This is an optimization exercise on Yosys and OpenROAD, whose aim is small area, a short achievable clock period and few clock cycles, not a production implementation.
The flow treats the clock pin as an ideal source, which a real chip does not have.
Power figures rest on the tool's default switching activity, not on a simulated workload.

// crc16mb
module crc16mb (
    input  wire        clk,
    input  wire        rst,         
    input  wire        swap_en,     
    input  wire        zp_guard,    
    input  wire        cmd_valid,
    output wire        cmd_ready,
    input  wire [11:0] cmd,
    output reg         rsp_valid,
    output reg  [3:0]  rsp_st,
    output reg  [31:0] rsp_dout
);
Size: about 410 flip-flops, roughly 55 I/O pins, roughly 21,000 sq um of cells after synthesis.
Settings: LEC_CHECK=0, CAP_MARGIN=60, CORE_MARGIN=2, CORE_UTILIZATION=70, CTS_CLUSTER_DIAMETER=80, CTS_CLUSTER_SIZE=25, PLACE_DENSITY=0.8, SLEW_MARGIN=60; clock period 13.0 ns.
standard.sh (not shown) runs the stock make flow with config.mk's settings and CLKGATE_MAP_FILE= SYNTH_SCRIPT=/design/flow/synth_recipe.tcl, a recipe that flattens the netlist after the stock synthesis.
==> flow/flow/run.sh <==
#!/bin/bash
# Layout flow: the standard flow (standard.sh), with the standard
# synthesis run unchanged. The only difference: in every step after
# synthesis the slow delay cells (clkdlybuf4s*, dlygate*, dlymetal*) and the
# weakest buffers (buf_1, clkbuf_1) are added to the platform's don't-use
# list, so that port buffers and the buffers repair inserts are ordinary,
# stronger buffers; and before CTS, flow/size_outputs.tcl gives the
# output ports' buffers and the flip-flops driving them a stronger drive. Each step's full output goes to a log file of its own
# in this folder.
set -euo pipefail
bash standard.sh synth > synth.log 2>&1
# the platform's own don't-use list, as ORFS reads it
DU=$(make -s -C "$FLOW_HOME" DESIGN_CONFIG="$PWD/config.mk" WORK_HOME="$PWD/orfs" print-DONT_USE_CELLS 2>/dev/null | sed -n 's/^DONT_USE_CELLS: //p' || true)
if [[ -z "$DU" ]]; then
  DU="sky130_fd_sc_hd__probe_p_8 sky130_fd_sc_hd__probec_p_8 sky130_fd_sc_hd__lpflow_bleeder_1 sky130_fd_sc_hd__lpflow_clkbufkapwr_1 sky130_fd_sc_hd__lpflow_clkbufkapwr_16 sky130_fd_sc_hd__lpflow_clkbufkapwr_2 sky130_fd_sc_hd__lpflow_clkbufkapwr_4 sky130_fd_sc_hd__lpflow_clkbufkapwr_8 sky130_fd_sc_hd__lpflow_clkinvkapwr_1 sky130_fd_sc_hd__lpflow_clkinvkapwr_16 sky130_fd_sc_hd__lpflow_clkinvkapwr_2 sky130_fd_sc_hd__lpflow_clkinvkapwr_4 sky130_fd_sc_hd__lpflow_clkinvkapwr_8 sky130_fd_sc_hd__lpflow_decapkapwr_12 sky130_fd_sc_hd__lpflow_decapkapwr_3 sky130_fd_sc_hd__lpflow_decapkapwr_4 sky130_fd_sc_hd__lpflow_decapkapwr_6 sky130_fd_sc_hd__lpflow_decapkapwr_8 sky130_fd_sc_hd__lpflow_inputiso0n_1 sky130_fd_sc_hd__lpflow_inputiso0p_1 sky130_fd_sc_hd__lpflow_inputiso1n_1 sky130_fd_sc_hd__lpflow_inputiso1p_1 sky130_fd_sc_hd__lpflow_inputisolatch_1 sky130_fd_sc_hd__lpflow_isobufsrc_1 sky130_fd_sc_hd__lpflow_isobufsrc_16 sky130_fd_sc_hd__lpflow_isobufsrc_2 sky130_fd_sc_hd__lpflow_isobufsrc_4 sky130_fd_sc_hd__lpflow_isobufsrc_8 sky130_fd_sc_hd__lpflow_isobufsrckapwr_16 sky130_fd_sc_hd__lpflow_lsbuf_lh_hl_isowell_tap_1 sky130_fd_sc_hd__lpflow_lsbuf_lh_hl_isowell_tap_2 sky130_fd_sc_hd__lpflow_lsbuf_lh_hl_isowell_tap_4 sky130_fd_sc_hd__lpflow_lsbuf_lh_isowell_4 sky130_fd_sc_hd__lpflow_lsbuf_lh_isowell_tap_1 sky130_fd_sc_hd__lpflow_lsbuf_lh_isowell_tap_2 sky130_fd_sc_hd__lpflow_lsbuf_lh_isowell_tap_4"
fi
for c in clkdlybuf4s15_1 clkdlybuf4s15_2 clkdlybuf4s18_1 clkdlybuf4s18_2 clkdlybuf4s25_1 \
         clkdlybuf4s25_2 clkdlybuf4s50_1 clkdlybuf4s50_2 dlygate4sd1_1 dlygate4sd2_1 \
         dlygate4sd3_1 dlymetal6s2s_1 dlymetal6s4s_1 dlymetal6s6s_1 buf_1 clkbuf_1; do
  DU="$DU sky130_fd_sc_hd__$c"
done
echo "DONT_USE_CELLS=$DU" > dont_use.log
bash standard.sh "DONT_USE_CELLS=$DU" floorplan > floorplan.log 2>&1
bash standard.sh "DONT_USE_CELLS=$DU" place > place.log 2>&1
bash standard.sh "DONT_USE_CELLS=$DU" "PRE_CTS_TCL=$PWD/flow/size_outputs.tcl" cts > cts.log 2>&1
bash standard.sh "DONT_USE_CELLS=$DU" route > route.log 2>&1
bash standard.sh "DONT_USE_CELLS=$DU" finish > finish.log 2>&1
Other scripts of this flow, unchanged in this note and not shown: flow/flow/size_outputs.tcl
==> next run, changes <==
CORE_UTILIZATION = 50   (was 70)
PLACE_DENSITY = 0.6   (was 0.8)
Result: The changed run passed the timing, design-rule and antenna checks. Global-route usage fell by 9.3 points. Via count drops by a few percent. Cell area goes up slightly.
==> next run, changes <==
CAP_MARGIN = 20   (was 60)
CORE_UTILIZATION = 60   (was 50)
PLACE_DENSITY = 0.7   (was 0.6)
SLEW_MARGIN = 20   (was 60)
Outcome: Die area falls by 16%; final area shrinks by 1.1%; global-route usage came out higher by 4.1 points; clock skew goes up by 16 ps; routed wire length went down by 5.2%; non-clock buffer count goes down by 6; worst setup slack got worse by 8.9 ps; critical path depth is unchanged; count of clock-buffer cells in the layout goes down by 2; worst hold slack gains 9.5 ps; synthesized cell count stays the same.
==> next run, changes <==
CAP_MARGIN = 60   (was 20)
SLEW_MARGIN = 60   (was 20)
The new run finished clean.
Cell area went up by about 0.7%.
Critical path depth stays the same.
Sequential power barely changes.
Routed wire length went up by about 0.8%.
Fmax rises by about 0.4%.
Setup slack is better by 14 ps.
No functional check of the RTL was part of any run of this note.

[what the ideal ports hide]
No port has a modelled driver above. Below, the same layouts with a new extraction and two added sets of constraints. Step 1 (the two cells are an assumption about what drives the block):
set clk [get_ports {clk}]
set_driving_cell -lib_cell sky130_fd_sc_hd__clkbuf_16 $clk
set_driving_cell -lib_cell sky130_fd_sc_hd__buf_2 [delete_from_list [all_inputs] $clk]
Step 2 times the ports against the registers' clock, not the clock port: input delays grow and output delays shrink by t, the midpoint of the rising clock arrivals with the driver on. Three values: no drivers, after step 1, after step 2; two values: the first two.
run	shift t [ns]	slack for setup (ns)	latest minus earliest clock arrival (ns)	worst data-port slew with drivers (ns)
the first run	0.598	9.323 / 9.270 / 9.228	0.026 / 0.026	0.03
the second run	0.631	9.296 / 9.238 / 9.247	0.029 / 0.029	0.03
the third run	0.613	9.287 / 9.234 / 9.195	0.045 / 0.045	0.03
the fourth run	0.617	9.301 / 9.243 / 9.193	0.030 / 0.030	0.03
After both steps setup and hold are still met in every run listed. The setup slack of the fourth run, which loses most, moves by -0.058 ns with the drivers and by -0.108 ns with both steps.
